From an optimization exercise on the open Yosys and OpenROAD flow, aimed at a short achievable clock period and few clock cycles; shortcuts taken in it are not production practice.
Where RTL was checked, it was by simulation tests only, not by an equivalence proof against the original.
No functional check of the RTL was part of runs 2 to 5.
No activity file was given, so power comes from the tool's default toggle rates.

`design/flow/config.mk`:
```
export PLATFORM = sky130hd
export DESIGN_NAME = ost_ddmd
export DESIGN_NICKNAME = ost_ddmd
export VERILOG_FILES = /design/flow/design.v
export SDC_FILE = /design/flow/constraint.sdc
export NUM_CORES = 4
export LEC_CHECK = 0
export ABC_CLOCK_PERIOD_IN_PS = 1000
export CAP_MARGIN = 20
export CORE_AREA = 10 10 310 310
export DIE_AREA = 0 0 320 320
export SLEW_MARGIN = 40
```
`design/flow/constraint.sdc`:
```
create_clock -name core_clock -period 10.0 [get_ports {clk}]
set_input_delay 2.0000 -clock core_clock [delete_from_list [all_inputs] [get_ports {clk}]]
set_output_delay 2.0000 -clock core_clock [all_outputs]
set_load 0.01 [all_outputs]
```
`design/flow/design.v`:
```
module ost_desc_decode (
    input  wire [63:0] raw_lo,
    input  wire [63:0] raw_hi,
    input  wire        wide,
    output wire [63:0] base,
    output wire [19:0] limit,
    output wire [3:0]  dtype,
    output wire        s,
    output wire [1:0]  dpl,
    output wire        p,
    output wire        avl,
    output wire        l,
    output wire        db,
    output wire        g
);
    assign limit = {raw_lo[51:48], raw_lo[15:0]};
    assign base  = {(wide ? raw_hi[31:0] : 32'h0), raw_lo[63:56], raw_lo[39:32], raw_lo[31:16]};
    assign dtype = raw_lo[43:40];
    assign s     = raw_lo[44];
    assign dpl   = raw_lo[46:45];
    assign p     = raw_lo[47];
    assign avl   = raw_lo[52];
    assign l     = raw_lo[53];
    assign db    = raw_lo[54];
    assign g     = raw_lo[55];
endmodule
module ost_sel_decode (
    input  wire [15:0] sel,
    output wire [1:0]  rpl,
    output wire        ti,
    output wire [12:0] index
);
    assign rpl   = sel[1:0];
    assign ti    = sel[2];
    assign index = sel[15:3];
endmodule
module ost_ddmd (
    input  wire         clk,
    input  wire         rst,
    input  wire         req_valid,
    output wire         req_ready,
    input  wire [31:0]  req_op,
    input  wire [31:0]  req_in_len,
    input  wire [31:0]  req_out_cap,
    input  wire [95:0]  req_in,         
    output wire         resp_valid,
    input  wire         resp_ready,
    output wire [1:0]   resp_status,
    output wire [31:0]  resp_bytes,
    output wire [319:0] resp_out,       
    output wire         prim_valid,
    output wire [2:0]   prim_cmd,
    output wire [63:0]  prim_addr,
    output wire [63:0]  prim_wdata,
    input  wire         prim_ack,
    input  wire [63:0]  prim_rdata,
    input  wire [15:0]  prim_rlimit,
    input  wire         prim_fault,
    output wire         faulted
);
    localparam [1:0] ST_SUCCESS     = 2'd0;
    localparam [1:0] ST_BUF_SMALL   = 2'd1;
    localparam [1:0] ST_INV_OPERAND = 2'd2;
    localparam [1:0] ST_UNSUPPORTED = 2'd3;
    localparam [2:0] P_RDMSR  = 3'd0;
    localparam [2:0] P_WRMSR  = 3'd1;
    localparam [2:0] P_RDSREG = 3'd2;
    localparam [2:0] P_SGDT   = 3'd3;
    localparam [2:0] P_MEMRD  = 3'd4;
    reg s_idle;      
    reg s_done;      
    reg s_fault;     
    reg s_prim;      
    reg s_rdmsr, s_wrmsr, s_rdsreg, s_sgdt, s_memlo, s_memhi;
    reg s_fix;       
    reg [2:0]   cmd_q;
    reg [63:0]  addr_q;
    reg [63:0]  wdata_q;
    reg [1:0]   status_q;
    reg         bytes8_q, bytes40_q;
    reg [12:0]  idx_q;         
    reg         hi_ok_q;       
    reg [63:0]  out_lo;        
    reg [31:0]  f_base_lo;
    reg [31:0]  f_base_hi;
    reg [3:0]   f_type;
    reg         f_s, f_p, f_avl, f_l, f_db, f_g;
    reg [1:0]   f_dpl;
    reg [63:0]  f_raw_lo;
    reg [63:0]  f_raw_hi;
    assign req_ready   = s_idle;
    assign resp_valid  = s_done;
    assign faulted     = s_fault;
    assign prim_valid  = s_prim;
    assign prim_cmd    = cmd_q;
    assign prim_addr   = addr_q;
    assign prim_wdata  = wdata_q;
    assign resp_status = status_q;
    assign resp_bytes  = {26'd0, bytes40_q, 1'b0, bytes40_q | bytes8_q, 3'd0};
    assign resp_out    = {f_raw_hi, f_raw_lo,
                          7'd0, f_g, 7'd0, f_db, 7'd0, f_l, 7'd0, f_avl,
                          7'd0, f_p, 6'd0, f_dpl, 7'd0, f_s, 4'd0, f_type,
                          f_base_hi, f_base_lo, out_lo};
    wire op_rd = (req_op == 32'd1);
    wire op_wr = (req_op == 32'd2);
    wire op_qs = (req_op == 32'd3);
    wire op_ok = op_rd | op_wr | op_qs;
    wire rd_size = (req_in_len[31:2] != 30'd0) && (req_out_cap[31:3] != 29'd0);
    wire wr_size = (req_in_len[31:4] != 28'd0) || (req_in_len[3:2] == 2'b11);
    wire qs_size = (req_in_len[31:1] != 31'd0) &&
                   ((req_out_cap[31:6] != 26'd0) || (req_out_cap[5:3] == 3'b101) ||
                    (req_out_cap[5:4] == 2'b11));
    wire qs_idx  = (req_in[15:3] == 13'd0) && (req_in[2:1] != 2'b11);
    wire go_rd = op_rd & rd_size;
    wire go_wr = op_wr & wr_size;
    wire go_qs = op_qs & qs_size & qs_idx;
    wire go_prim = go_rd | go_wr | go_qs;
    wire size_ok = (op_rd & rd_size) | (op_wr & wr_size) | (op_qs & qs_size);
    wire [1:0]  sel_rpl;
    wire        sel_ti;
    wire [12:0] sel_index;
    ost_sel_decode u_sel (
        .sel   (prim_rdata[15:0]),
        .rpl   (sel_rpl),
        .ti    (sel_ti),
        .index (sel_index)
    );
    wire sel_unres = sel_ti | (sel_index == 13'd0);
    wire [16:0] gdt_off   = {1'b0, idx_q, 3'b000};
    wire        lo_in_tbl = (gdt_off + 17'd7)  <= {1'b0, prim_rlimit};
    wire        hi_in_tbl = (gdt_off + 17'd15) <= {1'b0, prim_rlimit};
    wire [13:0] ea_mid    = {1'b0, prim_rdata[15:3]} + {1'b0, idx_q};
    wire [63:0] dec_base;
    wire [19:0] dec_limit;
    wire [3:0]  dec_type;
    wire        dec_s, dec_p, dec_avl, dec_l, dec_db, dec_g;
    wire [1:0]  dec_dpl;
    ost_desc_decode u_dec (
        .raw_lo (prim_rdata),
        .raw_hi (64'd0),
        .wide   (1'b0),
        .base   (dec_base),
        .limit  (dec_limit),
        .dtype  (dec_type),
        .s      (dec_s),
        .dpl    (dec_dpl),
        .p      (dec_p),
        .avl    (dec_avl),
        .l      (dec_l),
        .db     (dec_db),
        .g      (dec_g)
    );
    wire lo_wide = ~prim_rdata[44];
    wire lo_keep = ~(lo_wide & ~hi_ok_q);
    wire ack_ok    = prim_ack & ~prim_fault;
    wire ack_fault = prim_ack &  prim_fault;
    always @(posedge clk) begin
        if (rst) begin
            s_idle   <= 1'b1;
            s_done   <= 1'b0;
            s_fault  <= 1'b0;
            s_prim   <= 1'b0;
            s_rdmsr  <= 1'b0;
            s_wrmsr  <= 1'b0;
            s_rdsreg <= 1'b0;
            s_sgdt   <= 1'b0;
            s_memlo  <= 1'b0;
            s_memhi  <= 1'b0;
            s_fix    <= 1'b0;
        end else begin
            if (s_idle) begin
                if (req_valid) begin
                    s_idle   <= 1'b0;
                    s_prim   <= go_prim;
                    s_done   <= ~go_prim;
                    s_rdmsr  <= go_rd;
                    s_wrmsr  <= go_wr;
                    s_rdsreg <= go_qs;
                end
            end
            if (s_done && resp_ready) begin
                s_done <= 1'b0;
                s_idle <= 1'b1;
            end
            if (s_rdmsr || s_wrmsr) begin
                if (prim_ack) begin
                    s_rdmsr <= 1'b0;
                    s_wrmsr <= 1'b0;
                    s_prim  <= 1'b0;
                    s_fault <= prim_fault;
                    s_done  <= ~prim_fault;
                end
            end
            if (s_rdsreg && prim_ack) begin
                s_rdsreg <= 1'b0;
                s_sgdt   <= ~sel_unres;
                s_prim   <= ~sel_unres;
                s_done   <= sel_unres;
            end
            if (s_sgdt && prim_ack) begin
                s_sgdt  <= 1'b0;
                s_memlo <= lo_in_tbl & ~ea_mid[13];
                s_fix   <= lo_in_tbl &  ea_mid[13];
                s_prim  <= lo_in_tbl & ~ea_mid[13];
                s_done  <= ~lo_in_tbl;
            end
            if (s_fix) begin
                s_fix   <= 1'b0;
                s_memlo <= 1'b1;
                s_prim  <= 1'b1;
            end
            if (s_memlo && prim_ack) begin
                s_memlo <= 1'b0;
                if (prim_fault) begin
                    s_prim  <= 1'b0;
                    s_fault <= 1'b1;
                end else begin
                    s_memhi <= lo_wide & hi_ok_q;
                    s_prim  <= lo_wide & hi_ok_q;
                    s_done  <= ~(lo_wide & hi_ok_q);
                end
            end
            if (s_memhi && prim_ack) begin
                s_memhi <= 1'b0;
                s_prim  <= 1'b0;
                s_fault <= prim_fault;
                s_done  <= ~prim_fault;
            end
        end
    end
    always @(posedge clk) begin
        if (s_idle) begin
            cmd_q        <= {1'b0, op_qs, op_wr};
            addr_q[31:0] <= req_in[31:0];
            wdata_q      <= req_in[95:32];
            status_q     <= !op_ok   ? ST_UNSUPPORTED :
                            !size_ok ? ST_BUF_SMALL   :
                            (op_qs && !qs_idx) ? ST_INV_OPERAND : ST_SUCCESS;
            bytes8_q     <= go_rd;
            bytes40_q    <= go_qs;
            out_lo       <= 64'd0;
            f_base_lo    <= 32'd0;
            f_base_hi    <= 32'd0;
            f_type       <= 4'd0;
            f_s          <= 1'b0;
            f_dpl        <= 2'd0;
            f_p          <= 1'b0;
            f_avl        <= 1'b0;
            f_l          <= 1'b0;
            f_db         <= 1'b0;
            f_g          <= 1'b0;
            f_raw_lo     <= 64'd0;
            f_raw_hi     <= 64'd0;
        end
        if (s_rdmsr)
            out_lo <= prim_rdata;
        if (s_rdsreg) begin
            out_lo[15:0] <= prim_rdata[15:0];
            idx_q        <= sel_index;
            if (prim_ack) cmd_q <= P_SGDT;
        end
        if (s_sgdt) begin
            addr_q  <= {prim_rdata[63:16], ea_mid[12:0], prim_rdata[2:0]};
            hi_ok_q <= hi_in_tbl;
            if (prim_ack) cmd_q <= P_MEMRD;
        end
        if (s_fix)
            addr_q[63:16] <= addr_q[63:16] + 48'd1;
        if (s_memlo) begin
            out_lo[23:16] <= {7'd0, lo_keep};
            out_lo[31:24] <= {7'd0, lo_wide & hi_ok_q};
            out_lo[63:32] <= lo_keep ? {12'd0, dec_limit} : 32'd0;
            f_base_lo     <= lo_keep ? dec_base[31:0] : 32'd0;
            f_type        <= lo_keep ? dec_type : 4'd0;
            f_s           <= lo_keep & dec_s;
            f_dpl         <= lo_keep ? dec_dpl : 2'd0;
            f_p           <= lo_keep & dec_p;
            f_avl         <= lo_keep & dec_avl;
            f_l           <= lo_keep & dec_l;
            f_db          <= lo_keep & dec_db;
            f_g           <= lo_keep & dec_g;
            f_raw_lo      <= lo_keep ? prim_rdata : 64'd0;
            if (prim_ack) addr_q <= addr_q + 64'd8;
        end
        if (s_memhi) begin
            f_base_hi <= prim_rdata[31:0];
            f_raw_hi  <= prim_rdata;
        end
    end
endmodule
```
`design/flow/flow/run.sh`:
```
#!/bin/bash
set -o pipefail
MARGIN=${MARGIN:-7}
bash standard.sh SETUP_SLACK_MARGIN=$MARGIN finish > flow_standard.log 2>&1
rc=$?
cp -r orfs/logs/sky130hd/ost_ddmd/base orfs_logs 2>/dev/null
exit $rc
```
`design/flow/standard.sh`:
```
#!/bin/bash
# synth_recipe.tcl (not shown) runs the flow's synth.tcl, then flattens the netlist and writes it again
# the make line also repeats each setting of config.mk as NAME=value (left out here)
make -C /OpenROAD-flow-scripts/flow DESIGN_CONFIG=/design/flow/config.mk WORK_HOME=/design/flow/orfs CLKGATE_MAP_FILE= SYNTH_SCRIPT=/design/flow/synth_recipe.tcl "${@:-finish}"
```
==> impl_metrics.csv, run 1 <==
group,metric,value,unit
clocking,ctsHoldBuffers,0,
timing,finalHoldViolations,0,
clocking,clk_path_buf_depth,3,
die,ioPinCount,767,
cells_and_area,final_cells,3616,
timing,report.final.slew_viol_count,0,
pwr,p_sw,1164,uW
timing,relSlewSlack,46.79,%
clocking,cts_root_buf,"clkbuf_16",
placed_design,gp_congestion,0.8176,
cells_and_area,nNetsFinal,2732,
die,die_height,320,um
synthesis,netlist_instances,1633,
placed_design,dp_hpwl,66790,um
die,die_area,102400,um2
pwr,power.leakage,0.01203,uW
grt,grt_max_degree,51,
worst_setup_path,critPathCaptureType,"flip-flop",
worst_setup_path,critPathMaxStageDelay,0.59,ns
route,routed_wl,90690,um
route,first_iter_violations,950,
run,drv_cap,0,
timing,timing.final.ws_setup,6.426,ns
outcome,run_status,"finished clean",
timing,worst-slew-pin-transition,0.7780,ns
pwr,combinationalPowerShare,17.9,%
timing,clock.fmax,279.8,MHz
worst_setup_path,r2r_cells,8,
timing,period_needed,3.574,ns
pwr,seq_power_share,41.4,%
worst_setup_path,cp.required,10.47,ns
grt,grt_use_total,16.70,%
worst_setup_path,r2r_slack,7.16,ns
synthesis,yosysWarnings,1,
placed_design,place_inst,3350,
route,via_per_inst,4.422,
hold_path,min_path_type,"flip-flop to flip-flop",
route,vias,15991,
grt,grt_pass1_wl,124900,um
timing,fin_skew,0.01755,ns
cells_and_area,fin_util,32.61,%
synthesis,async_reset_ff_share,0,%
cells_and_area,drive_above_1_share,41.14,%
timing,finalSetupViolCount,0,
pwr,peakVddDrop,0.1144,mV
clocking,htreeDepth,2,
worst_setup_path,arrival,4.04,ns
pwr,pwr_density_cell,147.0,nW/um2
cells_and_area,final.fill_count,9096,
route,drc,0,
worst_setup_path,cp_cell_sequence,"buf_6 > nor4_4 > nand2_2 > or4_4 > o32ai_2 > o311a_1 > o21ai_1 > a32o_1",
clocking,clk-insertion-delay-late,0.59,ns
worst_setup_path,cp_slowest_cell,"or4_4",
hold_path,min-delay-start,"out_lo[23]$_SDFFE_PP0P_",
clocking,clock-sinks,358,
pwr,internal_power,3092,uW
pwr,pwr-share-clk,40.7,%
worst_setup_path,cp_max_fo,4,
die,rows,109,
placed_design,dp_slack,4.914,ns
worst_setup_path,startpoint_type,"input pin",
cells_and_area,syn_to_final_growth,58.54,%
die,coreArea,88780,um2
synthesis,seq_area_frac_synth,53.98,%
synthesis,syn-cell-area,18260,um2
grt,grt.overflow.total,0,
synthesis,yosys.cell_types.count,83,
clocking,cts_buffers,46,
cells_and_area,multi_input_area,8314,um2
grt,first_global_vias,16371,
synthesis,synth-seq-cells,358,
cells_and_area,seq_area,10110,um2
worst_setup_path,r2r-end,"out_lo[41]$_DFFE_PP_",
timing,rsz0062_at_grt,"yes",
timing,tns,0,ns
placed_design,port_buffers,680,
timing,min_period_over_period,35.74,%
route,wl_per_cell,25.08,um
synthesis,syn_area_per_cell,11.18,um2
timing,whs,0.4757,ns
worst_setup_path,worstSetupPathType,"input pin to flip-flop",
pwr,sw_frac_of_total,27.34,%
grt,antenna_found_initial,25,
synthesis,synth_edf_count,269,
clocking,cts_tree,"built",
die,die_w,320,um
hold_path,whs_path_depth,1,
die,start_util,20.57,%
hold_path,holdPathEnd,"out_lo[23]$_SDFFE_PP0P_",
clocking,path_clk_slew,0.06,ns
route,antenna_left,0,
synthesis,synth_ff_type,"edfxtp_1",
worst_setup_path,rr_startpoint,"s_idle$_SDFF_PP1_",
route,drt_first_pass_iters,5,
[worst max-delay path: cells and delay by family]
kind                   cells  cell delay [ns]
buffers and inverters      1             0.09
AO/OA/AOI/OAI              4             0.68
AND/OR/NAND/NOR            3             1.25
[cell usage after synthesis (all sizes together) (13+ instances only)]
cell type	n	area share (%)
o21ai	45	1.2
a22o	17	0.82
mux2	18	1.1
edfxtp	269	44
nand2	82	1.7
xnor2	31	1.5
nor2b	31	1.1
ha	42	2.9
clkbuf	57	1.3
mux2i	40	2.2
o21a	17	0.70
nor3	28	0.79
nor2	100	2.1
nor4	31	1.4
xor2	31	1.5
and3	19	0.66
nand3	46	1.4
or3	13	0.45
dfxtp	89	9.8
inv	29	0.60
and2	160	5.5
a21oi	70	1.9
a211oi	31	1.3
a21o	24	0.99
nand4	27	1.0
buf	170	6.8
[registers in the layout, indices dropped and copies added (netlist names), 2 cells and up]
signal     cells
f_base_lo     31
cmd_q          3
f_base_hi     31
out_lo        64
addr_q        64
wdata_q       64
f_raw_hi      33
status_q       2
f_raw_lo      30
idx_q         13
f_type         3
[per-stage QoR]
stage	cell area (um2)	power, uW
finish	28960	4256
floorplan	19160	2071
CTS	28180	4279
global placement	25920	2512
detailed placement	26030	2523
global route	28950	4421
[power groups by stage]
| stage | Clock, uW | Sequential [uW] | Combinational (uW) |
|---|---|---|---|
| 6_report | 1730 | 1760 | 762 |
| 3_5_place_dp | 0 | 1820 | 701 |
| 4_1_cts | 1770 | 1760 | 747 |
| 5_1_grt | 1830 | 1780 | 819 |
| 2_1_floorplan | 0 | 1840 | 227 |
| 3_3_place_gp | 0 | 1820 | 688 |
[final cells by class]
type	instances	share of cell area (%)
Antenna cell	3	0.02593
Clock buffer	60	4.369
Clock inverter	25	0.9766
Inverter	29	0.4667
Multi-Input combinational cell	1105	28.71
Sequential cell	358	34.92
Tap cell	1165	5.034
Timing Repair Buffer	871	25.49
[cells in the final DEF, fill, tap and decap left out, types with 13 or more instances in the layout]
| cell | netlist | routed |
|---|---|---|
| a211oi_1 | 31 | 18 |
| a21o_1 | 24 | 24 |
| a21oi_1 | 69 | 56 |
| a22o_1 | 17 | 17 |
| and2_1 | 154 | 154 |
| and3_1 | 17 | 15 |
| buf_2 | 3 | 283 |
| buf_4 | 160 | 151 |
| buf_6 | 0 | 161 |
| buf_8 | 0 | 15 |
| clkbuf_16 | 0 | 47 |
| clkdlybuf4s15_1 | 0 | 16 |
| clkdlybuf4s50_1 | 0 | 183 |
| conb_1 | 1 | 82 |
| dfxtp_2 | 0 | 28 |
| dfxtp_4 | 0 | 58 |
| dlygate4sd2_1 | 0 | 28 |
| edfxtp_1 | 269 | 269 |
| ha_1 | 42 | 18 |
| ha_4 | 0 | 21 |
| inv_1 | 29 | 13 |
| mux2_2 | 18 | 18 |
| mux2i_1 | 40 | 40 |
| nand2_1 | 81 | 76 |
| nand3_1 | 44 | 39 |
| nand4_1 | 26 | 26 |
| nor2_1 | 100 | 91 |
| nor2b_1 | 31 | 25 |
| nor3_1 | 27 | 23 |
| nor4_4 | 3 | 14 |
| o21a_1 | 17 | 16 |
| o21ai_0 | 45 | 23 |
| o21ai_1 | 0 | 15 |
| xnor2_1 | 31 | 29 |
| xor2_1 | 31 | 30 |
[cells by family after synthesis]
family,share of synthesized area [%]
buf+inv,8.803
fa+ha+maj,2.987
simple gates,17.72
mux,3.302
compound gates,10.21
flops,53.98
xor+xnor,2.973
other cells,0.02053
[what timing repair did]
action                                  in CTS  in global routing
gates resized for setup                   2299                167
pin swaps                                   94                 76
cloned                                       7                  2
endpoints found under the setup margin     578                584
setup buffers                              146                 23
[how the worst max path moves through the flow]
stage | start | end | cells past startpoint
global route | prim_rdata[5] | s_memlo$_SDFFE_PP0P_ | 10
global placement | req_op[22] | s_done$_SDFF_PP0_ | 8
CTS | req_op[30] | s_done$_SDFF_PP0_ | 8
detailed placement | prim_rdata[7] | s_memlo$_SDFFE_PP0P_ | 9
finish | req_op[30] | s_done$_SDFF_PP0_ | 8
floorplan | prim_rdata[8] | s_memlo$_SDFFE_PP0P_ | 8
[per-layer routing]
layer  GRT usage, %  share of wire [%]
met1          19.91                 41
met2          28.40                 48
met3          5.816                8.9
met4          4.186                2.3
met5              0               0.13
Testbench counts, summed over its fixed seeds: cycles 50,293.
==> run 2: changes to the inputs <==
--- a/design/flow/design.v
+++ b/design/flow/design.v
@@ -199,9 +199,8 @@
             end
             if (s_sgdt && prim_ack) begin
                 s_sgdt  <= 1'b0;
-                s_memlo <= lo_in_tbl & ~ea_mid[13];
-                s_fix   <= lo_in_tbl &  ea_mid[13];
-                s_prim  <= lo_in_tbl & ~ea_mid[13];
+                s_memlo <= lo_in_tbl;
+                s_prim  <= lo_in_tbl;
                 s_done  <= ~lo_in_tbl;
             end
             if (s_fix) begin
@@ -260,7 +259,7 @@
             if (prim_ack) cmd_q <= P_SGDT;
         end
         if (s_sgdt) begin
-            addr_q  <= {prim_rdata[63:16], ea_mid[12:0], prim_rdata[2:0]};
+            addr_q  <= {prim_rdata[63:16] + {47'd0, ea_mid[13]}, ea_mid[12:0], prim_rdata[2:0]};
             hi_ok_q <= hi_in_tbl;
             if (prim_ack) cmd_q <= P_MEMRD;
         end
==> run 2 against run 1 <==
Register-to-register slack got worse by 0.50 ns. Via count fell by 2.4%. Total power rose by 11%. First-iteration DRC count rose by 2.1%. Sequential power rose by 6%. Sequential share of layout area fell by 0.85 points. Highest routed layer unchanged.
==> impl_metrics.csv, run 2 <==
group,metric,value,unit
outcome,run_status,"finished clean",
route,drt_first_pass_iters,7,
worst_setup_path,crit_buf_inv,1,
worst_setup_path,r2r-end,"addr_q[60]$_DFF_P_",
timing,min_period_over_period,42.01,%
worst_setup_path,r2r_cells,16,
grt,first_global_vias,16157,
die,die_area,102400,um2
timing,period_needed,4.201,ns
grt,grt_use_total,16.81,%
route,antenna_left,0,
timing,tns,0,ns
cells_and_area,final_cell_mix,"269 x edfxtp_1, 269 x buf_2, 201 x buf_6",
placed_design,gp_congestion,0.8061,
grt,grt_max_degree,64,
cells_and_area,syn_to_final_growth,63.61,%
worst_setup_path,critPathCaptureType,"flip-flop",
route,vias,15612,
clocking,ctsHoldBuffers,0,
timing,report.final.slew_viol_count,0,
worst_setup_path,r2r_slack,6.66,ns
worst_setup_path,cp_slowest_cell,"or2_4",
route,wl_per_cell,25.04,um
timing,timing.final.ws_setup,5.799,ns
die,rows,109,
placed_design,dp_slack,3.870,ns
placed_design,dp_hpwl,67380,um
worst_setup_path,cp.required,10.49,ns
clocking,path_clk_slew,0.06,ns
synthesis,synth_ff_type,"edfxtp_1",
synthesis,netlist_instances,1621,
clocking,cts_buffers,43,
synthesis,seq_area_frac_synth,54.63,%
synthesis,synth_edf_count,269,
clocking,clock-sinks,357,
synthesis,yosys.cell_types.count,76,
die,start_util,20.29,%
synthesis,syn-cell-area,18010,um2
worst_setup_path,cp_max_fo,4,
synthesis,synth.top_cells.by_count,"269 x edfxtp_1, 161 x buf_4, 154 x and2_1, 104 x nor2_1, 93 x nand2_1",
timing,rsz0062_at_grt,"yes",
cells_and_area,drive_above_1_share,44.71,%
synthesis,synthMostInstantiatedCell,"edfxtp_1",
pwr,pwr_density_cell,160.6,nW/um2
synthesis,async_reset_ff_share,0,%
clocking,cts_tree,"built",
worst_setup_path,crit_top_cell,"ha_4",
route,via_per_inst,4.298,
cells_and_area,fin_area,29470,um2
synthesis,yosysWarnings,1,
clocking,htreeDepth,2,
hold_path,whs_path_depth,1,
timing,worst-slew-pin-transition,0.7838,ns
route,drc,0,
worst_setup_path,startpoint_type,"input pin",
synthesis,ys_top_cells_by_area,"edfxtp_1 45%, dfxtp_1 9.8%, buf_4 6.7%",
cells_and_area,reg.largest.list,"addr_q: 64 flops, out_lo: 64 flops, wdata_q: 64 flops",
timing,clock.fmax,238.0,MHz
run,drv_cap,0,
die,ioPinCount,767,
worst_setup_path,critPathMaxStageDelay,0.34,ns
worst_setup_path,startpoint,"prim_rdata[8]",
worst_setup_path,cp_cell_sequence,"buf_12 > ha_4 > or2_4 > o31a_1 > a31oi_2 > a21oi_2 > nand3_1 > nand2_2 > ha_4 > ha_4 > nand3_4 > nor3_4 > nand3_2 > or2_4 > nor2_4 > xnor2_2 > a221oi_2",
worst_setup_path,worstSetupPathType,"input pin to flip-flop",
worst_setup_path,path_depth,17,
clocking,cts_root_buf,"clkbuf_16",
die,coreArea,88780,um2
timing,whs,0.4747,ns
placed_design,place_area,25890,um2
worst_setup_path,arrival,4.69,ns
hold_path,min_path_type,"flip-flop to flip-flop",
grt,grt.overflow.total,0,
synthesis,synth-seq-cells,357,
timing,finalHoldViolations,0,
pwr,peakVddDrop,0.1036,mV
worst_setup_path,endpoint,"addr_q[60]$_DFF_P_",
timing,finalSetupViolCount,0,
clocking,clk_path_buf_depth,3,
worst_setup_path,rr_startpoint,"idx_q[1]$_DFFE_PP_",
grt,antenna_found_initial,13,
worst_setup_path,critPathTopFamily,"simple AND/OR/NAND/NOR gates",
route,first_iter_violations,970,
synthesis,yosysTopAreaCellShare,44.85,%
timing,fin_skew,0.02139,ns
synthesis,yosysTopAreaCell,"edfxtp_1",
timing,relSlewSlack,47.75,%
pwr,power.leakage,0.01230,uW
clocking,clk-insertion-delay-late,0.59,ns
die,die_w,320,um
cells_and_area,nNetsFinal,2746,
route,routed_wl,90950,um
die,die_height,320,um
grt,grt_pass1_wl,124500,um
synthesis,syn_area_per_cell,11.11,um2
placed_design,port_buffers,680,
[run 2: worst reg2reg max path, cell delays in order (launching register included)]
cell      delay (ns)
edfxtp_1        0.57
ha_4            0.37
a211oi_4        0.06
o21ai_2         0.18
a31oi_2         0.13
a21oi_2         0.18
nand3_1         0.11
nand2_2         0.10
ha_4            0.16
ha_4            0.15
nand3_4         0.07
nor3_4          0.21
nand3_2         0.16
or2_4           0.34
nor2_4          0.12
xnor2_2         0.08
a221oi_2        0.26
[run 2: layout make-up]
| class | count | area [um2] |
|---|---|---|
| Antenna cell | 9 | 22.52 |
| Clock buffer | 56 | 1195 |
| Clock inverter | 23 | 316.6 |
| Fill cell | 8985 | 59320 |
| Inverter | 30 | 147.6 |
| Multi-Input combinational cell | 1092 | 8603 |
| Sequential cell | 357 | 10040 |
| Tap cell | 1165 | 1458 |
| Timing Repair Buffer | 899 | 7676 |
| Timing Repair inverter | 1 | 8.758 |
[run 2: worst min path at each step]
stage	slack, ns	endpoint	start
after global placement	0.46	out_lo[31]$_SDFFE_PP0P_	out_lo[31]$_SDFFE_PP0P_
final	0.47	out_lo[17]$_SDFFE_PP0P_	out_lo[17]$_SDFFE_PP0P_
after CTS	0.48	out_lo[17]$_SDFFE_PP0P_	out_lo[17]$_SDFFE_PP0P_
after detailed placement	0.46	out_lo[28]$_SDFFE_PP0P_	out_lo[28]$_SDFFE_PP0P_
after global routing	0.49	out_lo[28]$_SDFFE_PP0P_	out_lo[28]$_SDFFE_PP0P_
after floorplan	0.45	hi_ok_q$_DFFE_PP_	s_sgdt$_SDFFE_PP0P_
[run 2: what timing repair did]
item	in CTS	in global routing
pin swaps	136	79
setup endpoints to repair	567	519
endpoints found under the hold margin	0	0
cloned	6	0
resized for setup	2427	198
buffers inserted	152	31
[run 2: routing by layer]
layer	up-vias	share of wire (%)	GRT usage [%]
met5	-	0.060	0
met4	8	3.1	4.882
met3	132	7.7	4.919
met2	596	47	27.88
met1	7626	42	20.92
li1	7250	-	-
[run 2: where the power goes]
group          switching (uW)  internal [uW]
clock                     697           1010
sequential                100           1770
combinational             598            556
total                    1400           3340
[run 2: logic make-up after synthesis]
kind of cell / after synthesis / synth area share, %
simple gates: 604 / 18.24
flops: 357 / 54.63
buf+inv: 253 / 8.774
compound gates: 235 / 8.816
xor+xnor: 93 / 4.522
fa+ha+maj: 44 / 3.098
mux: 34 / 1.903
other cells: 1 / 0.02082
[run 2: through the flow]
| step | util [%] | total power [uW] | instances |
|---|---|---|---|
| 3_5_place_dp | 29.16 | 2903 | 3355 |
| 6_report | 33.19 | 4734 | 3632 |
| 5_1_grt | 33.17 | 4921 | 3625 |
| 4_1_cts | 32.14 | 4720 | 3592 |
| 2_1_floorplan | - | 2275 | 1702 |
| 3_3_place_gp | 29.07 | 2891 | 3352 |
==> run 3: changes to the inputs <==
--- a/design/flow/design.v
+++ b/design/flow/design.v
@@ -72,13 +72,13 @@
     reg s_fault;     
     reg s_prim;      
     reg s_rdmsr, s_wrmsr, s_rdsreg, s_sgdt, s_memlo, s_memhi;
-    reg s_fix;       
     reg [2:0]   cmd_q;
     reg [63:0]  addr_q;
     reg [63:0]  wdata_q;
     reg [1:0]   status_q;
     reg         bytes8_q, bytes40_q;
     reg [12:0]  idx_q;         
+    reg [63:0]  ea8_q;         
     reg         hi_ok_q;       
     reg [63:0]  out_lo;        
     reg [31:0]  f_base_lo;
@@ -129,7 +129,8 @@
     wire [16:0] gdt_off   = {1'b0, idx_q, 3'b000};
     wire        lo_in_tbl = (gdt_off + 17'd7)  <= {1'b0, prim_rlimit};
     wire        hi_in_tbl = (gdt_off + 17'd15) <= {1'b0, prim_rlimit};
-    wire [13:0] ea_mid    = {1'b0, prim_rdata[15:3]} + {1'b0, idx_q};
+    wire [63:0] ea        = prim_rdata + {47'd0, gdt_off};
+    wire [63:0] ea8       = prim_rdata + {47'd0, gdt_off} + 64'd8;
     wire [63:0] dec_base;
     wire [19:0] dec_limit;
     wire [3:0]  dec_type;
@@ -166,7 +167,6 @@
             s_sgdt   <= 1'b0;
             s_memlo  <= 1'b0;
             s_memhi  <= 1'b0;
-            s_fix    <= 1'b0;
         end else begin
             if (s_idle) begin
                 if (req_valid) begin
@@ -202,11 +202,6 @@
                 s_memlo <= lo_in_tbl;
                 s_prim  <= lo_in_tbl;
                 s_done  <= ~lo_in_tbl;
-            end
-            if (s_fix) begin
-                s_fix   <= 1'b0;
-                s_memlo <= 1'b1;
-                s_prim  <= 1'b1;
             end
             if (s_memlo && prim_ack) begin
                 s_memlo <= 1'b0;
@@ -259,12 +254,11 @@
             if (prim_ack) cmd_q <= P_SGDT;
         end
         if (s_sgdt) begin
-            addr_q  <= {prim_rdata[63:16] + {47'd0, ea_mid[13]}, ea_mid[12:0], prim_rdata[2:0]};
+            addr_q  <= ea;
+            ea8_q   <= ea8;
             hi_ok_q <= hi_in_tbl;
             if (prim_ack) cmd_q <= P_MEMRD;
         end
-        if (s_fix)
-            addr_q[63:16] <= addr_q[63:16] + 48'd1;
         if (s_memlo) begin
             out_lo[23:16] <= {7'd0, lo_keep};
             out_lo[31:24] <= {7'd0, lo_wide & hi_ok_q};
@@ -279,7 +273,7 @@
             f_db          <= lo_keep & dec_db;
             f_g           <= lo_keep & dec_g;
             f_raw_lo      <= lo_keep ? prim_rdata : 64'd0;
-            if (prim_ack) addr_q <= addr_q + 64'd8;
+            if (prim_ack) addr_q <= ea8_q;
         end
         if (s_memhi) begin
             f_base_hi <= prim_rdata[31:0];
==> design/flow/run.sh (new file) <==
#!/bin/bash
# synth_recipe.tcl (not shown) runs the flow's synth.tcl, then flattens the netlist and writes it again
# the make line also repeats each setting of config.mk as NAME=value (left out here)
make -C /OpenROAD-flow-scripts/flow DESIGN_CONFIG=/design/flow/config.mk WORK_HOME=/design/flow/orfs CLKGATE_MAP_FILE= SYNTH_SCRIPT=/design/flow/synth_recipe.tcl finish
--- a/design/flow/config.mk
+++ b/design/flow/config.mk
@@ -5,7 +5,6 @@
 export SDC_FILE = /design/flow/constraint.sdc
 export NUM_CORES = 4
 export LEC_CHECK = 0
-export ABC_CLOCK_PERIOD_IN_PS = 1000
 export CAP_MARGIN = 20
 export CORE_AREA = 10 10 310 310
 export DIE_AREA = 0 0 320 320
removed: design/flow/flow/run.sh
removed: design/flow/standard.sh
==> run 3 against run 2 <==
Still clean on timing, DRC and antenna. Sequential power up 9%. Maximum frequency fell by 41%. Routed wire length grew 1.6%. Clock-buffer cell count rose by 13. Critical path type unchanged.
==> impl_metrics.csv, run 3 <==
group,metric,value,unit
synthesis,syn-cell-area,21060,um2
cells_and_area,drive_above_1_share,6.768,%
route,antenna_left,0,
synthesis,ys_top_cells_by_area,"edfxtp_1 47%, dfxtp_1 8.7%, buf_4 5.7%",
worst_setup_path,cp_max_fo,8,
die,die_w,320,um
worst_setup_path,startpoint,"prim_rdata[3]",
route,via_per_inst,4.504,
pwr,peakVddDrop,0.1235,mV
timing,worst-slew-pin-transition,1.046,ns
timing,relSlewSlack,28.49,%
synthesis,synth_edf_count,330,
grt,grt_use_total,17.08,%
synthesis,synth.top_cells.by_count,"330 x edfxtp_1, 175 x nand2_1, 159 x buf_4, 150 x and2_1, 126 x o21ai_0",
pwr,pwr-share-clk,40.9,%
synthesis,synth_fa_ha_area_share,2.531,%
timing,finalHoldViolations,0,
clocking,cts_tree,"built",
pwr,p_sw,1161,uW
worst_setup_path,critPathCaptureType,"flip-flop",
die,coreArea,88780,um2
pwr,sw_frac_of_total,25.23,%
synthesis,async_reset_ff_share,0,%
die,die_area,102400,um2
route,routed_wl,92390,um
synthesis,synthMostInstantiatedCell,"edfxtp_1",
timing,tns,0,ns
clocking,ctsHoldBuffers,0,
synthesis,yosys.cell_types.count,79,
synthesis,yosysTopAreaCellShare,47.05,%
die,ioPinCount,767,
die,die_height,320,um
timing,clock.fmax,140.6,MHz
pwr,internal_power,3442,uW
clocking,clock-sinks,421,
grt,antenna_found_initial,15,
clocking,clk-insertion-delay-late,0.59,ns
worst_setup_path,cp_cell_sequence,"clkdlybuf4s50_1 > ha_1 > inv_1 > fa_1 > nand2b_1 > a2111oi_0 > a311oi_1 > a211oi_1 > o2111ai_1 > or4b_1 > nand4bb_1 > nor4_4 > nand4_1 > xor2_1",
timing,report.final.slew_viol_count,0,
placed_design,dp_hpwl,72770,um
worst_setup_path,r2r-end,"ea8_q[60]$_DFFE_PP_",
worst_setup_path,r2r_slack,4.60,ns
clocking,cts_root_buf,"clkbuf_16",
die,start_util,23.72,%
hold_path,whs_path_depth,1,
placed_design,port_buffers,680,
synthesis,synth-compound-area-share,9.898,%
run,drv_cap,0,
route,drt_first_pass_iters,5,
hold_path,min-delay-start,"ea8_q[49]$_DFFE_PP_",
route,drc,0,
synthesis,synth-seq-cells,421,
synthesis,yosysTopAreaCell,"edfxtp_1",
outcome,run_status,"finished clean",
placed_design,gp_congestion,0.8678,
clocking,htreeDepth,2,
worst_setup_path,cp_slowest_cell,"clkdlybuf4s50_1",
grt,first_global_vias,16647,
synthesis,synth_ff_type,"edfxtp_1",
worst_setup_path,critPathTopFamily,"simple AND/OR/NAND/NOR gates",
hold_path,min_path_type,"flip-flop to flip-flop",
clocking,post_cts_resized,0,
route,wl_per_cell,25.05,um
timing,finalSetupViolCount,0,
worst_setup_path,startpoint_type,"input pin",
synthesis,yosys.area_share.simple,16.85,%
placed_design,dp_slack,2.285,ns
pwr,power.leakage,0.01075,uW
worst_setup_path,crit_buf_inv,2,
cells_and_area,final_common_cell,"clkdlybuf4s50_1",
clocking,path_clk_slew,0.06,ns
worst_setup_path,arrival,7.45,ns
worst_setup_path,critPathMaxStageDelay,0.78,ns
worst_setup_path,worstSetupPathType,"input pin to flip-flop",
synthesis,muxShareOfSynthArea,1.770,%
synthesis,yosysWarnings,1,
timing,timing.final.ws_setup,2.886,ns
pwr,combinationalPowerShare,15.0,%
cells_and_area,nNetsFinal,2793,
clocking,clk_path_buf_depth,3,
die,rows,109,
worst_setup_path,rr_startpoint,"idx_q[1]$_DFFE_PP_",
timing,rsz0062_at_grt,"no",
clocking,post_cts_buffers,0,
synthesis,synth_top_family_by_area,"simple AND/OR/NAND/NOR gates",
hold_path,holdPathEnd,"addr_q[49]$_DFF_P_",
worst_setup_path,cp.required,10.34,ns
cells_and_area,syn_to_final_growth,42.98,%
cells_and_area,final.fill_count,8942,
pwr,seq_power_share,44.0,%
timing,period_needed,7.114,ns
synthesis,seq_area_frac_synth,55.70,%
timing,fin_skew,0.01501,ns
grt,grt.overflow.total,0,
grt,grt_max_degree,100,
route,vias,16612,
synthesis,syn_area_per_cell,11.21,um2
clocking,cts_buffers,51,
route,first_iter_violations,1323,
synthesis,synthXorXnorAreaFrac,5.157,%
worst_setup_path,r2r_cells,11,
timing,min_period_over_period,71.14,%
synthesis,netlist_instances,1879,
grt,grt_pass1_wl,127600,um
pwr,pwr_density_cell,152.9,nW/um2
cells_and_area,final_cell_mix,"680 x clkdlybuf4s50_1, 330 x edfxtp_1, 175 x nand2_1",
==> run 3: changes by cell type in the layout (fill, tap and decap cells not counted), moves of 28 or more <==
cell,delta
clkdlybuf4s50_1,+523
buf_2,-269
buf_6,-198
buf_4,-135
o21ai_0,+101
nand2_1,+97
dfxtp_1,+82
edfxtp_1,+61
xnor2_1,+45
dfxtp_2,-42
dfxtp_4,-37
dlygate4sd2_1,-37
nor4_1,+30
ha_4,-28
==> run 3: kinds of logic (layout without fill, tap and decap cells) <==
kind of cell    Yosys count  in the layout
compound gates          315            315
xor+xnor                124            124
fa+ha+maj                42             42
buf+inv                 287            839
flops                   421            421
mux                      35             35
other cells               1             93
simple gates            654            654
==> run 3: power by group through the flow <==
| stage | Clock [uW] | Sequential [uW] | Combinational [uW] |
|---|---|---|---|
| final | 1880 | 2030 | 692 |
| after detailed placement | 0 | 2070 | 690 |
| after CTS | 1940 | 2030 | 694 |
| after global placement | 0 | 2070 | 688 |
| after floorplan | 0 | 2100 | 228 |
| after global routing | 2000 | 2040 | 734 |
==> run 3: cell type report <==
| cell class | instances | area [um2] | share of cell area [%] |
|---|---|---|---|
| well taps | 1165 | 1458 | 4.841 |
| diodes | 11 | 27.53 | 0.09142 |
| clock buffers | 69 | 1416 | 4.704 |
| multi-input cells | 1252 | 7989 | 26.53 |
| repair buffers | 715 | 7093 | 23.56 |
| clock inverters | 23 | 264.0 | 0.8768 |
| flip-flops and latches | 421 | 11740 | 38.99 |
| inverters | 32 | 122.6 | 0.4072 |
==> run 3: through the flow <==
| stage | util [%] | hold slack, ns | total power (uW) | instances | instance area [um2] |
|---|---|---|---|---|---|
| after floorplan | - | 0.4178 | 2333 | 1960 | 21360 |
| after global placement | 31.92 | 0.4218 | 2758 | 3584 | 28340 |
| after detailed placement | 31.96 | 0.4275 | 2760 | 3584 | 28370 |
| after CTS | 33.85 | 0.4431 | 4667 | 3676 | 30050 |
| after global routing | 33.89 | 0.4621 | 4767 | 3678 | 30090 |
| final | 33.92 | 0.4371 | 4604 | 3688 | 30110 |
==> run 3: routing by layer <==
metal | GRT usage, % | vias up | share of wire [%]
li1 | - | 7755 | -
met3 | 4.673 | 102 | 7.9
met5 | 0 | - | 0.084
met4 | 3.854 | 14 | 2.0
met1 | 21.78 | 8157 | 43
met2 | 28.46 | 584 | 47
==> run 3: worst max-delay path by stage <==
| stage | end | slack, ns | cells past startpoint |
|---|---|---|---|
| after floorplan | ea8_q[60]$_DFFE_PP_ | 4.27 | 14 |
| after global placement | ea8_q[60]$_DFFE_PP_ | 2.30 | 14 |
| after detailed placement | ea8_q[60]$_DFFE_PP_ | 2.28 | 14 |
| after CTS | ea8_q[60]$_DFFE_PP_ | 2.92 | 14 |
| after global routing | ea8_q[60]$_DFFE_PP_ | 2.51 | 14 |
| final | ea8_q[60]$_DFFE_PP_ | 2.89 | 14 |
==> run 4: changes to the inputs <==
--- a/design/flow/config.mk
+++ b/design/flow/config.mk
@@ -5,7 +5,9 @@
 export SDC_FILE = /design/flow/constraint.sdc
 export NUM_CORES = 4
 export LEC_CHECK = 0
+export ABC_CLOCK_PERIOD_IN_PS = 1000
 export CAP_MARGIN = 20
 export CORE_AREA = 10 10 310 310
 export DIE_AREA = 0 0 320 320
+export SETUP_SLACK_MARGIN = 5
 export SLEW_MARGIN = 40
==> run 4 against run 3 <==
Via count rose by 5.0%. Area after synthesis did not move. Clock power rose by 7%. Hold slack got worse by 0.00082 ns. Final area rose by 6.5%. Die area did not move. Sequential share of layout area fell by 2.4 points. Register-to-register slack improved by 1.3 ns. Clock skew rose by 0.046 ns. Global-route usage rose by 1.3 points. First-iteration DRC count fell by 8.8%. Setup slack improved by 2.1 ns.
==> impl_metrics.csv, run 4 <==
group,metric,value,unit
outcome,run_status,"finished clean",
timing,relSlewSlack,44.72,%
grt,grt_use_total,18.40,%
clocking,cts_buffers,51,
synthesis,synth_edf_count,330,
grt,antenna_found_initial,28,
timing,min_period_over_period,50.63,%
synthesis,synth.top_cells.by_count,"330 x edfxtp_1, 175 x nand2_1, 159 x buf_4, 150 x and2_1, 126 x o21ai_0",
die,coreArea,88780,um2
placed_design,gp_congestion,0.8590,
cells_and_area,final_common_cell,"clkdlybuf4s50_1",
worst_setup_path,cp.required,10.37,ns
cells_and_area,final_cell_mix,"643 x clkdlybuf4s50_1, 330 x edfxtp_1, 170 x nand2_1",
worst_setup_path,r2r_slack,5.91,ns
timing,rsz0062_at_grt,"yes",
synthesis,async_reset_ff_share,0,%
die,rows,109,
timing,finalHoldViolations,0,
pwr,combinationalPowerShare,15.8,%
worst_setup_path,critPathMaxStageDelay,0.60,ns
die,die_w,320,um
route,routed_wl,99780,um
timing,fin_skew,0.06130,ns
route,drc,0,
timing,tns,0,ns
pwr,p_sw,1260,uW
clocking,clk_path_buf_depth,3,
clocking,cts_root_buf,"clkbuf_16",
worst_setup_path,arrival,5.43,ns
worst_setup_path,startpoint_type,"input pin",
synthesis,syn_area_per_cell,11.21,um2
worst_setup_path,worstSetupPathType,"input pin to flip-flop",
timing,period_needed,5.063,ns
cells_and_area,nNetsFinal,2895,
synthesis,seq_area_frac_synth,55.70,%
synthesis,yosysWarnings,1,
grt,grt.overflow.total,0,
grt,grt_pass1_wl,136400,um
clocking,clk-insertion-delay-late,0.64,ns
clocking,clock-sinks,421,
worst_setup_path,cp_max_fo,6,
hold_path,min_path_type,"flip-flop to flip-flop",
route,via_per_inst,4.605,
synthesis,netlist_instances,1879,
cells_and_area,final.fill_count,8768,
pwr,power.leakage,0.01161,uW
placed_design,dp_hpwl,74890,um
cells_and_area,syn_to_final_growth,52.26,%
die,die_area,102400,um2
worst_setup_path,cp_slowest_cell,"or4b_4",
timing,clock.fmax,197.5,MHz
synthesis,syn-cell-area,21060,um2
route,vias,17448,
grt,grt_max_degree,88,
route,first_iter_violations,1207,
timing,finalSetupViolCount,0,
synthesis,ys_top_cells_by_area,"edfxtp_1 47%, dfxtp_1 8.7%, buf_4 5.7%",
run,drv_cap,0,
die,start_util,23.72,%
pwr,peakVddDrop,0.1549,mV
pwr,internal_power,3539,uW
worst_setup_path,critPathCaptureType,"flip-flop",
synthesis,yosys.cell_types.count,79,
synthesis,synth-seq-cells,421,
pwr,p_total,4798,uW
die,die_height,320,um
route,drt_first_pass_iters,7,
pwr,sw_frac_of_total,26.25,%
worst_setup_path,cp_cell_sequence,"buf_2 > buf_6 > ha_4 > buf_4 > a2111oi_4 > o21ai_4 > nand2_4 > buf_4 > nand2_2 > xnor2_2 > or4b_4 > nand4bb_4 > nor4_4 > buf_4 > nand4b_1 > xor2_1",
clocking,htreeDepth,2,
cells_and_area,drive_above_1_share,15.94,%
synthesis,yosysTopAreaCell,"edfxtp_1",
grt,first_global_vias,17562,
worst_setup_path,crit_top_cell,"buf_4",
worst_setup_path,critPathTopFamily,"simple AND/OR/NAND/NOR gates",
clocking,path_clk_slew,0.06,ns
timing,report.final.slew_viol_count,0,
timing,worst-slew-pin-transition,0.8292,ns
clocking,cts_tree,"built",
placed_design,port_buffers,680,
route,antenna_left,0,
pwr,pwr-share-clk,42.0,%
die,ioPinCount,767,
route,wl_per_cell,26.34,um
synthesis,synthMostInstantiatedCell,"edfxtp_1",
pwr,seq_power_share,42.2,%
synthesis,yosysTopAreaCellShare,47.05,%
synthesis,synth_ff_type,"edfxtp_1",
pwr,pwr_density_cell,149.6,nW/um2
worst_setup_path,crit_buf_inv,5,
-- run 4: cell counts after synthesis --
No cell type changed its count.
-- run 4: kinds of logic (layout without fill, tap and decap cells) --
family,after synthesis,after routing,synth area share [%]
DFF,421,421,55.70
muxes,35,35,1.770
and+or+nand+nor,654,654,16.85
buffers and inverters,287,943,8.068
AOI/OAI and AO/OA,315,315,9.898
other,1,90,0.01781
adders and majority gates,42,42,2.531
xor gates and xnor gates,124,124,5.157
-- run 4: tightest hold or removal path, delay by kind of cell (launching register included) --
kind            cells  cell delay (ns)
simple gates        1             0.04
flops               1             0.32
compound gates      1             0.05
-- run 4: power by group through the flow --
stage	combinational [uW]	clock, uW	sequential [uW]
after floorplan	237	0	2100
after global placement	710	0	2060
after detailed placement	713	0	2060
after CTS	750	2060	2030
after global routing	799	2130	2040
final	758	2010	2030
-- run 4: path summary, 6_finish.rpt --
path,to,cells past startpoint,from
hold reg to reg,addr_q[60]$_DFF_P_,2,ea8_q[60]$_DFFE_PP_
setup reg to reg,ea8_q[58]$_DFFE_PP_,14,idx_q[0]$_DFFE_PP_
hold / removal,addr_q[60]$_DFF_P_,2,ea8_q[60]$_DFFE_PP_
setup / recovery,ea8_q[58]$_DFFE_PP_,16,prim_rdata[9]
-- run 4: area by class of cell --
type                            count  area (um2)  area share [%]
Clock inverter                     26       395.4           1.233
Sequential cell                   421       11740           36.61
Timing Repair Buffer              817        7876           24.56
Tap cell                         1165        1458           4.546
Inverter                           32       126.4          0.3941
Multi-Input combinational cell   1252        9029           28.16
Antenna cell                        8       20.02         0.06243
Clock buffer                       68        1421           4.432
-- run 4: metal layers --
metal / global-route usage (%) / share of wire [%] / routed length, um / vias to the layer above
met5: 0 / 0.14 / 143 / -
met4: 4.996 / 2.7 / 2649 / 24
met3: 5.412 / 7.7 / 7719 / 147
met2: 31.93 / 49 / 48830 / 723
met1: 21.89 / 41 / 40450 / 8617
li1: - / - / - / 7937
-- run 4: timing repair --
item / CTS / global route
gates resized for setup: 178 / 78
cloned: 1 / 1
pin swaps: 54 / 47
setup buffers: 77 / 28
hold buffers: 0 / 0
hold endpoints to repair: 0 / 0
endpoints found under the setup margin: 68 / 31
-- run 4: through the flow --
stage	hold WS, ns	cells	instance area, um2	worst slack (ns)	utilization (%)
2_1_floorplan	0.4178	1960	21680	4.603	-
3_5_place_dp	0.4313	3579	28640	2.464	32.26
5_1_grt	0.4445	3783	32050	4.879	36.10
4_1_cts	0.4188	3751	31610	4.969	35.60
3_3_place_gp	0.4223	3579	28580	2.291	32.20
6_report	0.4363	3789	32070	4.937	36.12
==> run 5: changes to the inputs <==
--- a/design/flow/config.mk
+++ b/design/flow/config.mk
@@ -7,7 +7,7 @@
 export LEC_CHECK = 0
 export ABC_CLOCK_PERIOD_IN_PS = 1000
 export CAP_MARGIN = 20
-export CORE_AREA = 10 10 310 310
-export DIE_AREA = 0 0 320 320
+export CORE_AREA = 5 5 235 235
+export DIE_AREA = 0 0 240 240
 export SETUP_SLACK_MARGIN = 5
 export SLEW_MARGIN = 40
==> run 5 against run 4 <==
Still clean on timing, DRC and antenna. Register-to-register slack got worse by 0.15 ns. Utilization grew 22 points. Final area down 4.5%. Clock-buffer cell count up 1. Total power decreased by 5.0%. Combinational power is 7.7% lower. Routed wire length decreased by 17%. Critical path type unchanged. Largest cell class unchanged.
==> impl_metrics.csv, run 5 <==
group,metric,value,unit
worst_setup_path,arrival,5.41,ns
synthesis,synth_ff_type,"edfxtp_1",
worst_setup_path,critPathCaptureType,"flip-flop",
clocking,clk_path_buf_depth,3,
timing,tns,0,ns
pwr,pwr_density_cell,148.9,nW/um2
die,rows,84,
worst_setup_path,r2r_slack,5.76,ns
route,via_per_inst,5.288,
worst_setup_path,worstSetupPathType,"input pin to flip-flop",
synthesis,yosysTopAreaCell,"edfxtp_1",
hold_path,min_path_type,"flip-flop to flip-flop",
die,die_w,240,um
grt,grt_max_degree,102,
route,drc,0,
synthesis,synth.top_cells.by_count,"330 x edfxtp_1, 175 x nand2_1, 159 x buf_4, 150 x and2_1, 126 x o21ai_0",
worst_setup_path,endpoint,"ea8_q[60]$_DFFE_PP_",
worst_setup_path,r2r-end,"ea8_q[60]$_DFFE_PP_",
clocking,path_clk_slew,0.06,ns
pwr,p_total,4560,uW
die,ioPinCount,767,
worst_setup_path,rr_startpoint,"idx_q[0]$_DFFE_PP_",
route,drt_first_pass_iters,5,
synthesis,synth-seq-cells,421,
synthesis,netlist_instances,1879,
timing,worst-slew-pin-transition,0.8196,ns
clocking,clk-insertion-delay-late,0.59,ns
synthesis,syn_area_per_cell,11.21,um2
outcome,run_status,"finished clean",
worst_setup_path,r2r_cells,14,
cells_and_area,fin_util,58.40,%
grt,grt_use_total,27.00,%
placed_design,dp_hpwl,61400,um
die,start_util,40.16,%
cells_and_area,drive_above_1_share,13.31,%
timing,timing.final.ws_setup,4.901,ns
worst_setup_path,cp.required,10.31,ns
clocking,htreeDepth,2,
timing,finalSetupViolCount,0,
pwr,power.leakage,0.01114,uW
die,die_area,57600,um2
clocking,cts_tree,"built",
cells_and_area,nNetsFinal,2828,
timing,finalHoldViolations,0,
run,drv_cap,0,
grt,grt_pass1_wl,115300,um
synthesis,yosysTopAreaCellShare,47.05,%
cells_and_area,final_cell_mix,"641 x clkdlybuf4s50_1, 330 x edfxtp_1, 172 x nand2_1",
placed_design,gp_congestion,0.8881,
cells_and_area,final_common_cell,"clkdlybuf4s50_1",
synthesis,synthMostInstantiatedCell,"edfxtp_1",
die,coreArea,52450,um2
timing,rsz0062_at_grt,"yes",
synthesis,synth_edf_count,330,
synthesis,ys_top_cells_by_area,"edfxtp_1 47%, dfxtp_1 8.7%, buf_4 5.7%",
die,die_height,240,um
synthesis,yosysWarnings,1,
synthesis,seq_area_frac_synth,55.70,%
grt,antenna_found_initial,6,
pwr,peakVddDrop,0.1189,mV
placed_design,dp_slack,2.440,ns
clocking,clock-sinks,421,
grt,grt.overflow.total,0,
route,wl_per_cell,25.49,um
route,first_iter_violations,1329,
timing,clock.fmax,196.1,MHz
worst_setup_path,startpoint,"prim_rdata[7]",
grt,first_global_vias,16779,
hold_path,min-delay-start,"ea8_q[35]$_DFFE_PP_",
clocking,cts_root_buf,"clkbuf_16",
placed_design,port_buffers,680,
clocking,cts_buffers,47,
clocking,ctsHoldBuffers,0,
timing,relSlewSlack,45.36,%
timing,min_period_over_period,50.99,%
worst_setup_path,startpoint_type,"input pin",
route,vias,17113,
timing,period_needed,5.099,ns
synthesis,syn-cell-area,21060,um2
cells_and_area,syn_to_final_growth,45.44,%
route,routed_wl,82500,um
route,antenna_left,0,
timing,report.final.slew_viol_count,0,
synthesis,async_reset_ff_share,0,%
timing,fin_skew,0.01978,ns
synthesis,yosys.cell_types.count,79,
worst_setup_path,cp_max_fo,6,
-- run 5: cell counts after synthesis --
No cell type changed its count.
-- run 5: timing repair --
action	4_1_cts	5_1_grt
gates resized for setup	198	60
pin swaps	43	31
gates cloned	0	0
endpoints found under the setup margin	64	31
setup buffers	45	16
-- run 5: final cells by class --
type,instances,area (um2)
Inverter,32,122.6
Sequential cell,421,11740
Multi-Input combinational cell,1252,8910
Fill cell,4337,21820
Tap cell,688,860.8
Timing Repair Buffer,754,7366
Clock inverter,19,247.7
Clock buffer,69,1380
Antenna cell,1,2.502
-- run 5: where the power goes --
| part | internal (uW) | switching (uW) | leakage [uW] |
|---|---|---|---|
| combinational | 350 | 350 | 0.00619 |
| sequential | 1980 | 52.4 | 0.00416 |
| clock | 1090 | 735 | 0.000789 |
-- run 5: logic make-up after synthesis --
kind of cell | count (synthesis) | synth area share (%)
muxes | 35 | 1.770
adders and majority gates | 42 | 2.531
and+or+nand+nor | 654 | 16.85
xor gates and xnor gates | 124 | 5.157
DFF | 421 | 55.70
other | 1 | 0.01781
buffers and inverters | 287 | 8.068
AOI/OAI and AO/OA | 315 | 9.898
-- run 5: critical path, stage by stage --
cell,delay [ns]
buf_6,0.14
ha_4,0.24
o211ai_1,0.40
nand2_1,0.19
a311oi_2,0.39
o21a_1,0.24
o2111ai_2,0.15
or4b_4,0.58
nand4bb_4,0.29
nor4_4,0.28
buf_4,0.21
nand4_1,0.12
xor2_1,0.17
-- run 5: per-layer routing --
layer	track usage, %	up-vias	wire length (um)
met3	5.643	116	6085
li1	-	7795	-
met2	45.37	777	39950
met4	7.135	4	2267
met5	0	-	27
met1	35.83	8421	34170
-- run 5: worst min-delay path by stage --
stage,slack [ns],depth (start not counted),end
2_1_floorplan,0.42,2,addr_q[0]$_DFF_P_
3_3_place_gp,0.42,2,addr_q[36]$_DFF_P_
3_5_place_dp,0.43,2,addr_q[44]$_DFF_P_
4_1_cts,0.43,2,addr_q[35]$_DFF_P_
5_1_grt,0.47,2,addr_q[35]$_DFF_P_
6_report,0.42,2,addr_q[35]$_DFF_P_
-- run 5: metrics by stage --
step	hold slack (ns)	std cells	instance area, um2
global route	0.4666	3236	30630
global placement	0.4223	3086	27860
finish	0.4242	3236	30630
floorplan	0.4178	1960	21680
CTS	0.4330	3219	30310
detailed placement	0.4297	3086	27890

==> separate check: timing with driven ports <==
The flow's constraints put no driver on any port. The routed layouts listed below were extracted and timed again, unchanged, in two steps.
Step 1 assumes that a clkbuf_16 drives the clock port and a buf_2 every other input.
Step 2 moves the port delays by t, midway between the first and last clock arrival at a register: inputs arrive t later, outputs are due t later. That takes back most of the time a late clock gives input paths.
Slacks: no drivers / after step 1 / after step 2; pairs: no drivers / after step 1.
run | shift t [ns] | slack for setup (ns) | worst setup path after step 2 | worst register clock-pin slew, ns | cell pins on the clock port's net
run 1 | 0.633 | 6.426 / 6.436 / 5.803 | input to register | 0.06 / 0.06 | 1
run 2 | 0.631 | 5.799 / 5.792 / 5.162 | input to register | 0.07 / 0.07 | 1
run 3 | 0.647 | 2.886 / 2.855 / 2.208 | input to register | 0.06 / 0.06 | 1
run 4 | 0.665 | 4.937 / 4.944 / 4.279 | input to register | 0.07 / 0.07 | 1
run 5 | 0.643 | 4.901 / 4.901 / 4.258 | input to register | 0.07 / 0.07 | 1
After both steps setup and hold are still met in every run listed. For run 3, which loses most, drivers alone change the setup slack by -0.031 ns; drivers and shift together by -0.678 ns.
